This is an optimization exercise on Yosys and OpenROAD, whose aim is small area, not a production implementation. Where RTL was checked, it was by simulation tests only, not by an equivalence proof against the original. Power and IR drop assume default switching activity.

==> flow/design.v <==
`timescale 1ns/1ps
`timescale 1ns/1ps
module luxcp #(
    parameter [7:0] CMD_RESULT          = 8'h00,
    parameter [7:0] CMD_CONFIG          = 8'h01,
    parameter [7:0] CMD_LOW_LIMIT       = 8'h02,
    parameter [7:0] CMD_HIGH_LIMIT      = 8'h03,
    parameter [7:0] CMD_MANUFACTURER_ID = 8'h7E,
    parameter [7:0] CMD_DEVICE_ID       = 8'h7F,
    parameter [7:0] POLL_MAX_ATTEMPTS   = 8'd250
) (
    input  wire        clk,
    input  wire        rst,
    input  wire [6:0]  cfg_addr,
    input  wire        req_valid,
    output wire        req_ready,
    input  wire [3:0]  req_op,
    input  wire [31:0] req_arg,
    output wire        rsp_valid,
    input  wire        rsp_ready,
    output wire [31:0] rsp_value,
    output wire [1:0]  rsp_err_class,
    output wire [15:0] rsp_err_code,
    output wire        busy,
    output wire [6:0]  st_addr,
    output wire [31:0] st_result_lux,
    output wire [31:0] st_high_lux,
    output wire [31:0] st_low_lux,
    output wire [17:0] st_result_err,
    output wire [17:0] st_high_err,
    output wire [17:0] st_low_err,
    output wire [15:0] st_config,
    output wire        tp_req,
    output wire [2:0]  tp_prim,
    output wire [6:0]  tp_addr,
    output wire [7:0]  tp_wdata,
    input  wire        tp_ack,
    input  wire [7:0]  tp_rdata
);
    localparam [4:0] S_IDLE  = 5'd0,
                     S_CLR   = 5'd8,    
                     S_CLR2  = 5'd9,    
                     S_SH8   = 5'd10,    
                     S_TL0   = 5'd3,    
                     S_TLP   = 5'd12,    
                     S_DIV   = 5'd5,    
                     S_FL0   = 5'd4,    
                     S_SHL4  = 5'd11,    
                     S_MUL   = 5'd13,    
                     S_NORM  = 5'd14,   
                     S_NEG   = 5'd15,   
                     S_FIN   = 5'd1,
                     S_RSP   = 5'd2,
                     S_BEGIN = 5'b10000,
                     S_WCMD  = 5'b10001,
                     S_WDAT  = 5'b11001,
                     S_END   = 5'b10010,
                     S_REQ   = 5'b10011,
                     S_AVAIL = 5'b10100,
                     S_RD    = 5'b10101,
                     S_DELAY = 5'b10110;
    reg [4:0]  state;
    reg [30:0] W;        
    reg [7:0]  C;        
    reg [5:0]  Y;        
    wire [1:0] cy = C[7:6];    
    reg        f;        
    reg [3:0]  op;
    reg [1:0]  rc;       
    reg [6:0]  addr;
    reg [30:0] c_res, c_high, c_low;    
    reg [15:0] c_cfg;                   
    assign st_config = {c_cfg[15:12], ~c_cfg[11:1], c_cfg[0]};
    assign req_ready = (state == S_IDLE) && !rst;
    assign busy      = (state != S_IDLE);
    assign rsp_valid = (state == S_RSP);
    assign st_addr   = addr;
    assign tp_addr   = addr;
    assign tp_req    = state[4];
    assign tp_prim   = state[2:0];
    wire op_id = (op == 4'd1) || (op == 4'd2);
    wire [7:0] cmd;
    assign cmd[7]   = 1'b0;
    assign cmd[6:2] = {5{op_id}};
    assign cmd[1]   = op_id | (op == 4'd5) | (op == 4'd6) | (op == 4'd8) | (op == 4'd9);
    assign cmd[0]   = (op_id & op[1]) | (op == 4'd3) | (op == 4'd7) | (op == 4'd5) | (op == 4'd8);
    assign tp_wdata = (state == S_WCMD) ? cmd : W[15:8];
    wire op_wr  = (op == 4'd7) || (op == 4'd8) || (op == 4'd9);
    wire op_lux = (op == 4'd4) || (op == 4'd5) || (op == 4'd6);
    assign rsp_value     = {1'b0, W[30:12], W[11:1] & {11{~rc[1]}}, W[0]};
    assign rsp_err_class = rc;
    assign rsp_err_code  = {{4{rc[1]}}, W[11:1] & {11{rc[1]}}, 1'b0};
    function [49:0] cache_out(input [30:0] c);
        reg ez, k0, k1;
        begin
            ez = ~(c[30] | c[27]);
            k0 = ez & c[13];
            k1 = ez & c[12];
            cache_out = {1'b0, c[30], {2{~c[30] & c[27]}}, c[27:14],
                         c[13] & ~ez, c[12] & ~ez, ~(c[11:1] | {11{k1}}), c[0],
                         k1, k0, {4{k1}}, ~(c[11:1] | {11{~k1}}), 1'b0};
        end
    endfunction
    assign {st_result_lux, st_result_err} = cache_out(c_res);
    assign {st_high_lux,   st_high_err}   = cache_out(c_high);
    assign {st_low_lux,    st_low_err}    = cache_out(c_low);
    wire lead_hi = ~(W[23] | W[22]);
    wire lead_lo = ~(W[23] | W[22] | W[21] | W[20] | W[19]);
    wire inj     = f & ((W[21] & lead_hi) | ((W[18] | W[17]) & lead_lo));
    wire [7:0] r2  = {C[6:0], W[30] | inj};
    wire       qge = (r2 >= 8'd100);
    wire [7:0] r2s = r2 - 8'd100;
    wire [5:0] e10 = {2'b00, W[15:12]} + 6'd10;
    wire [7:0] bexp = W[30:23];
    wire nan    = (bexp == 8'hFF) && (W[22:0] != 23'd0);
    wire zres   = f | nan | (bexp <= 8'd118);    
    wire bigres = (bexp >= 8'd148);
    wire [5:0] nbexp = ~W[28:23];
    wire       g    = C[5] | (C[4] & C[3] & C[2]);
    wire [2:0] msum = {2'b00, W[4] & ~g} + {2'b00, W[1] & ~g} + {2'b00, W[0] & ~g} + {1'b0, cy};
    wire       y44  = (Y == 6'd44);
    wire       mround = ~f & y44;
    wire       mkeep  = f;
    wire [1:0] mcy  = mround ? (msum[2:1] + {1'b0, msum[0]}) : msum[2:1];
    wire [2:0] nsum = {2'b00, ~W[4]} + {2'b00, ~W[2]} + {1'b0, cy};
    wire nbig = (W[27:12] != 16'd0);
    wire avail_ok = (tp_rdata[7:1] != 7'd0);
    wire        fin  = (state == S_FIN);
    wire [30:0] Wz   = rst ? {19'd0, 11'h7FF, 1'b0} :
                       {W[30:14], W[13] | rc[0], W[12] | rc[1], ~W[11:1], W[0]};
    wire en_cfg  = rst | (fin & (op == 4'd3) & (rc == 2'd0));
    wire en_res  = rst | (fin & (op == 4'd4));
    wire en_high = rst | (fin & (op == 4'd5));
    wire en_low  = rst | (fin & (op == 4'd6));
    always @(posedge clk) begin
        if (en_cfg)  c_cfg <= Wz[15:0];
        if (en_res)  c_res  <= Wz;
        if (en_high) c_high <= Wz;
        if (en_low)  c_low  <= Wz;
    end
    always @(posedge clk) begin
        if (rst) begin
            state     <= S_IDLE;
            addr      <= cfg_addr;
        end else begin
            case (state)
                S_IDLE: begin
                    if (req_valid) begin
                        op <= req_op;
                        W  <= req_arg[30:0];
                        rc <= 2'd0;
                        f  <= req_arg[31] & ((req_op == 4'd8) | (req_op == 4'd9) | (req_op == 4'd11));
                        C  <= 8'd0;
                        case (req_op)
                            4'd7:        state <= S_BEGIN;
                            4'd8, 4'd9,
                            4'd11:       state <= S_FL0;
                            4'd10:       state <= S_TL0;
                            default:     state <= S_CLR;
                        endcase
                    end
                end
                S_CLR, S_CLR2: begin
                    W <= {W[29:0], (state == S_CLR) & f & C[4]};
                    C <= C + 8'd1;
                    if (C[4:0] == 5'd31) begin
                        C <= 8'd0;
                        if (state == S_CLR2) state <= S_END;
                        else if (op == 4'd11) state <= S_FIN;
                        else state <= S_BEGIN;
                    end
                end
                S_SH8: begin
                    W <= {W[29:0], 1'b0};
                    C <= C + 8'd1;
                    if (C[2:0] == 3'd7)
                        state <= op_wr ? S_WDAT : S_RD;    
                end
                S_SHL4: begin
                    W <= {W[29:0], 1'b0};
                    C <= C + 8'd1;
                    if (C[1:0] == 2'd3) begin
                        C  <= {rc[1], 7'd0};            
                        f  <= 1'b0;
                        state <= rc[1] ? S_NEG : S_MUL;
                    end
                end
                S_BEGIN: if (tp_ack) state <= S_WCMD;
                S_WCMD: begin
                    if (tp_ack) begin
                        state <= op_wr ? S_WDAT : S_END;
                    end
                end
                S_WDAT: begin
                    if (tp_ack) begin
                        state <= C[3] ? S_CLR2 : S_SH8;    
                    end
                end
                S_END: begin
                    if (tp_ack) begin
                        W[7:0] <= tp_rdata;
                        if (tp_rdata != 8'd0) begin
                            rc <= 2'd2;
                            state <= S_SHL4;
                        end else if (op_wr) begin
                            state <= S_FIN;
                        end else begin
                            state <= S_REQ;
                        end
                    end
                end
                S_REQ: begin
                    if (tp_ack) begin
                        C <= 8'd0;
                        state <= S_AVAIL;
                    end
                end
                S_AVAIL: begin
                    if (tp_ack) begin
                        if (avail_ok) begin
                            C <= 8'd0;
                            state <= S_RD;
                        end else begin
                            C <= C + 8'd1;
                            state <= S_DELAY;
                        end
                    end
                end
                S_DELAY: begin
                    if (tp_ack) begin
                        if (C == POLL_MAX_ATTEMPTS) begin
                            rc <= 2'd1;
                            state <= S_FIN;
                        end else begin
                            state <= S_AVAIL;
                        end
                    end
                end
                S_RD: begin
                    if (tp_ack) begin
                        W[7:0] <= tp_rdata;
                        if (!C[3]) state <= S_SH8;
                        else if (op_lux) state <= S_TL0;
                        else state <= S_FIN;
                    end
                end
                S_TL0: begin
                    Y <= e10;
                    C <= 8'd0;
                    f <= 1'b0;
                    state <= S_TLP;
                end
                S_TLP: begin
                    W <= {W[29:0], 1'b0};
                    C <= C + 8'd1;
                    if (C[4] & C[1]) begin              
                        C <= 8'd0;
                        state <= S_DIV;
                    end
                end
                S_DIV: begin
                    if (f & W[23]) begin
                        W[30:23] <= {~Y[5], Y[5], Y[5], Y[4:0]};
                        state <= S_FIN;
                    end else if (Y == 6'd55) begin
                        state <= S_FIN;           
                    end else begin
                        C <= {1'b0, qge ? r2s[6:0] : r2[6:0]};
                        W <= {W[29:0], qge};
                        if (qge) f <= 1'b1;
                        else if (!f) Y <= Y - 6'd1;
                    end
                end
                S_FL0: begin
                    C <= 8'd0;
                    f <= 1'b0;
                    if (zres | bigres) begin
                        f <= ~zres;
                        state <= S_CLR;
                    end else begin
                        Y <= nbexp;
                        W[30:23] <= 8'h01;
                        state <= S_SHL4;
                    end
                end
                S_MUL: begin
                    W  <= {mkeep & msum[0], W[30:1]};
                    if (mround) f <= 1'b1;
                    Y <= Y - 6'd1;
                    C <= {mcy, C[5:0] + 6'd1};
                    if (Y == 6'd13) begin               
                        C <= 8'd0;
                        state <= S_NORM;
                    end
                end
                S_NORM: begin
                    if (nbig & (C[3:0] != 4'd15)) begin
                        W <= {1'b0, W[30:1]};
                        C <= C + 8'd1;
                    end else if (nbig) begin
                        f <= 1'b1;
                        C <= 8'd0;
                        state <= S_CLR;
                    end else begin
                        W[15:12] <= C[3:0];
                        C <= 8'd0;
                        state <= (op == 4'd11) ? S_FIN : S_BEGIN;
                    end
                end
                S_NEG: begin
                    W  <= {nsum[0] & (C[5:0] < 6'd11), W[30:1]};
                    C  <= {nsum[2:1], C[5:0] + 6'd1};
                    if (C[4] & C[3] & C[2] & C[0])        
                        state <= S_FIN;
                end
                S_FIN: begin
                    state <= S_RSP;
                end
                S_RSP: begin
                    if (rsp_ready) begin
                        state <= S_IDLE;
                    end
                end
                default: state <= S_IDLE;
            endcase
        end
    end
endmodule
clock: 30.0 ns
lec_check: 0
cap_margin: 0
core_margin: 2
core_utilization: 40
gpl_timing_driven: 0
slew_margin: 0
standard.sh (not shown) runs the stock make flow with config.mk's settings and CLKGATE_MAP_FILE= SYNTH_SCRIPT=/design/flow/synth_recipe.tcl, a recipe that flattens the netlist after the stock synthesis.
==> flow/flow/run.sh <==
#!/bin/bash
set -euo pipefail
export BUFFER_PORTS_ARGS="-buffer_cell sky130_fd_sc_hd__buf_1"
export REMOVE_ABC_BUFFERS=1
export CTS_ARGS="-sink_clustering_enable -repair_clock_nets -dont_use_dummy_load -buf_list sky130_fd_sc_hd__clkbuf_8 -sink_clustering_size 20 -sink_clustering_max_diameter 60"
bash standard.sh > standard_flow.log 2>&1
The first run finished with timing, DRC and antenna clean.
Then changed:
--- a/flow/design.v
+++ b/flow/design.v
@@ -61,8 +61,8 @@
                      S_DELAY = 5'b10110;
     reg [4:0]  state;
-    reg [30:0] W;        
+    reg [31:0] W;
     reg [7:0]  C;        
     reg [5:0]  Y;        
-    wire [1:0] cy = C[7:6];    
+    reg [1:0]  cy;       
     reg        f;        
     reg [3:0]  op;
@@ -88,5 +88,5 @@
     wire op_wr  = (op == 4'd7) || (op == 4'd8) || (op == 4'd9);
     wire op_lux = (op == 4'd4) || (op == 4'd5) || (op == 4'd6);
-    assign rsp_value     = {1'b0, W[30:12], W[11:1] & {11{~rc[1]}}, W[0]};
+    assign rsp_value     = {W[31:12], W[11:1] & {11{~rc[1]}}, W[0]};
     assign rsp_err_class = rc;
     assign rsp_err_code  = {{4{rc[1]}}, W[11:1] & {11{rc[1]}}, 1'b0};
@@ -108,5 +108,5 @@
     wire lead_lo = ~(W[23] | W[22] | W[21] | W[20] | W[19]);
     wire inj     = f & ((W[21] & lead_hi) | ((W[18] | W[17]) & lead_lo));
-    wire [7:0] r2  = {C[6:0], W[30] | inj};
+    wire [7:0] r2  = {C[6:0], W[31] | inj};
     wire       qge = (r2 >= 8'd100);
     wire [7:0] r2s = r2 - 8'd100;
@@ -114,5 +114,5 @@
     wire [7:0] bexp = W[30:23];
     wire nan    = (bexp == 8'hFF) && (W[22:0] != 23'd0);
-    wire zres   = f | nan | (bexp <= 8'd118);    
+    wire zres   = W[31] | nan | (bexp <= 8'd118);
     wire bigres = (bexp >= 8'd148);
     wire [5:0] nbexp = ~W[28:23];
@@ -148,7 +148,7 @@
                     if (req_valid) begin
                         op <= req_op;
-                        W  <= req_arg[30:0];
+                        W  <= req_arg;
                         rc <= 2'd0;
-                        f  <= req_arg[31] & ((req_op == 4'd8) | (req_op == 4'd9) | (req_op == 4'd11));
+                        f  <= 1'b0;
                         C  <= 8'd0;
                         case (req_op)
@@ -162,5 +162,5 @@
                 end
                 S_CLR, S_CLR2: begin
-                    W <= {W[29:0], (state == S_CLR) & f & C[4]};
+                    W <= {W[30:0], (state == S_CLR) & f & C[4]};
                     C <= C + 8'd1;
                     if (C[4:0] == 5'd31) begin
@@ -172,5 +172,5 @@
                 end
                 S_SH8: begin
-                    W <= {W[29:0], 1'b0};
+                    W <= {W[30:0], 1'b0};
                     C <= C + 8'd1;
                     if (C[2:0] == 3'd7)
@@ -178,8 +178,9 @@
                 end
                 S_SHL4: begin
-                    W <= {W[29:0], 1'b0};
+                    W <= {W[30:0], 1'b0};
                     C <= C + 8'd1;
                     if (C[1:0] == 2'd3) begin
-                        C  <= {rc[1], 7'd0};            
+                        C  <= 8'd0;
+                        cy <= {rc[1], 1'b0};
                         f  <= 1'b0;
                         state <= rc[1] ? S_NEG : S_MUL;
@@ -252,7 +253,7 @@
                 end
                 S_TLP: begin
-                    W <= {W[29:0], 1'b0};
+                    W <= {W[30:0], 1'b0};
                     C <= C + 8'd1;
-                    if (C[4] & C[1]) begin              
+                    if (C[4] & C[1] & C[0]) begin       
                         C <= 8'd0;
                         state <= S_DIV;
@@ -261,5 +262,5 @@
                 S_DIV: begin
                     if (f & W[23]) begin
-                        W[30:23] <= {~Y[5], Y[5], Y[5], Y[4:0]};
+                        W[31:23] <= {1'b0, ~Y[5], Y[5], Y[5], Y[4:0]};
                         state <= S_FIN;
                     end else if (Y == 6'd55) begin
@@ -267,5 +268,5 @@
                     end else begin
                         C <= {1'b0, qge ? r2s[6:0] : r2[6:0]};
-                        W <= {W[29:0], qge};
+                        W <= {W[30:0], qge};
                         if (qge) f <= 1'b1;
                         else if (!f) Y <= Y - 6'd1;
@@ -280,14 +281,15 @@
                     end else begin
                         Y <= nbexp;
-                        W[30:23] <= 8'h01;
+                        W[31:23] <= 9'h001;
                         state <= S_SHL4;
                     end
                 end
                 S_MUL: begin
-                    W  <= {mkeep & msum[0], W[30:1]};
+                    W  <= {mkeep & msum[0], W[31:1]};
+                    cy <= mcy;
                     if (mround) f <= 1'b1;
                     Y <= Y - 6'd1;
-                    C <= {mcy, C[5:0] + 6'd1};
-                    if (Y == 6'd13) begin               
+                    C <= C + 8'd1;
+                    if (Y == 6'd12) begin               
                         C <= 8'd0;
                         state <= S_NORM;
@@ -296,5 +298,5 @@
                 S_NORM: begin
                     if (nbig & (C[3:0] != 4'd15)) begin
-                        W <= {1'b0, W[30:1]};
+                        W <= {1'b0, W[31:1]};
                         C <= C + 8'd1;
                     end else if (nbig) begin
@@ -309,7 +311,8 @@
                 end
                 S_NEG: begin
-                    W  <= {nsum[0] & (C[5:0] < 6'd11), W[30:1]};
-                    C  <= {nsum[2:1], C[5:0] + 6'd1};
-                    if (C[4] & C[3] & C[2] & C[0])        
+                    W  <= {nsum[0] & (C < 8'd11), W[31:1]};
+                    cy <= nsum[2:1];
+                    C  <= C + 8'd1;
+                    if (C[4:1] == 4'd15)                  
                         state <= S_FIN;
                 end
Effect: Clock skew increases by 0.011 ns. Register-to-register slack gets worse by 0.77 ns. Hold slack is worse by 0.021 ns. Global-route usage went up by 0.20 points. Critical path depth stays the same. Power decreases by 11%. Cell count is about the same.
Function not checked in the second run of this note: the RTL went through the layout flow alone.

-- separate check: timing with driven ports --
Ports are ideal in the flow. The routed layouts listed here were re-timed in OpenROAD. Step 1 sets driving cells, clkbuf_16 on the clock port and buf_2 on the other inputs (assumed; they add their load-dependent delay and slew). Step 2 times the ports against the registers' clock, not the clock port: input delays grow and output delays shrink by t, the midpoint of the rising clock arrivals with the driver on. Slacks: no drivers / after step 1 / after step 2; pairs: no drivers / after step 1.
| run | t, ns | slack for setup (ns) | worst slew at a driven data input, ns |
|---|---|---|---|
| the first run | 0.486 | 17.003 / 16.980 / 16.980 | 0.08 |
| the second run | 0.492 | 17.072 / 17.046 / 17.046 | 0.09 |
After both steps every run listed still meets setup and hold. The setup slack of the second run, which loses most, moves by -0.026 ns with the drivers and by -0.026 ns with both steps.
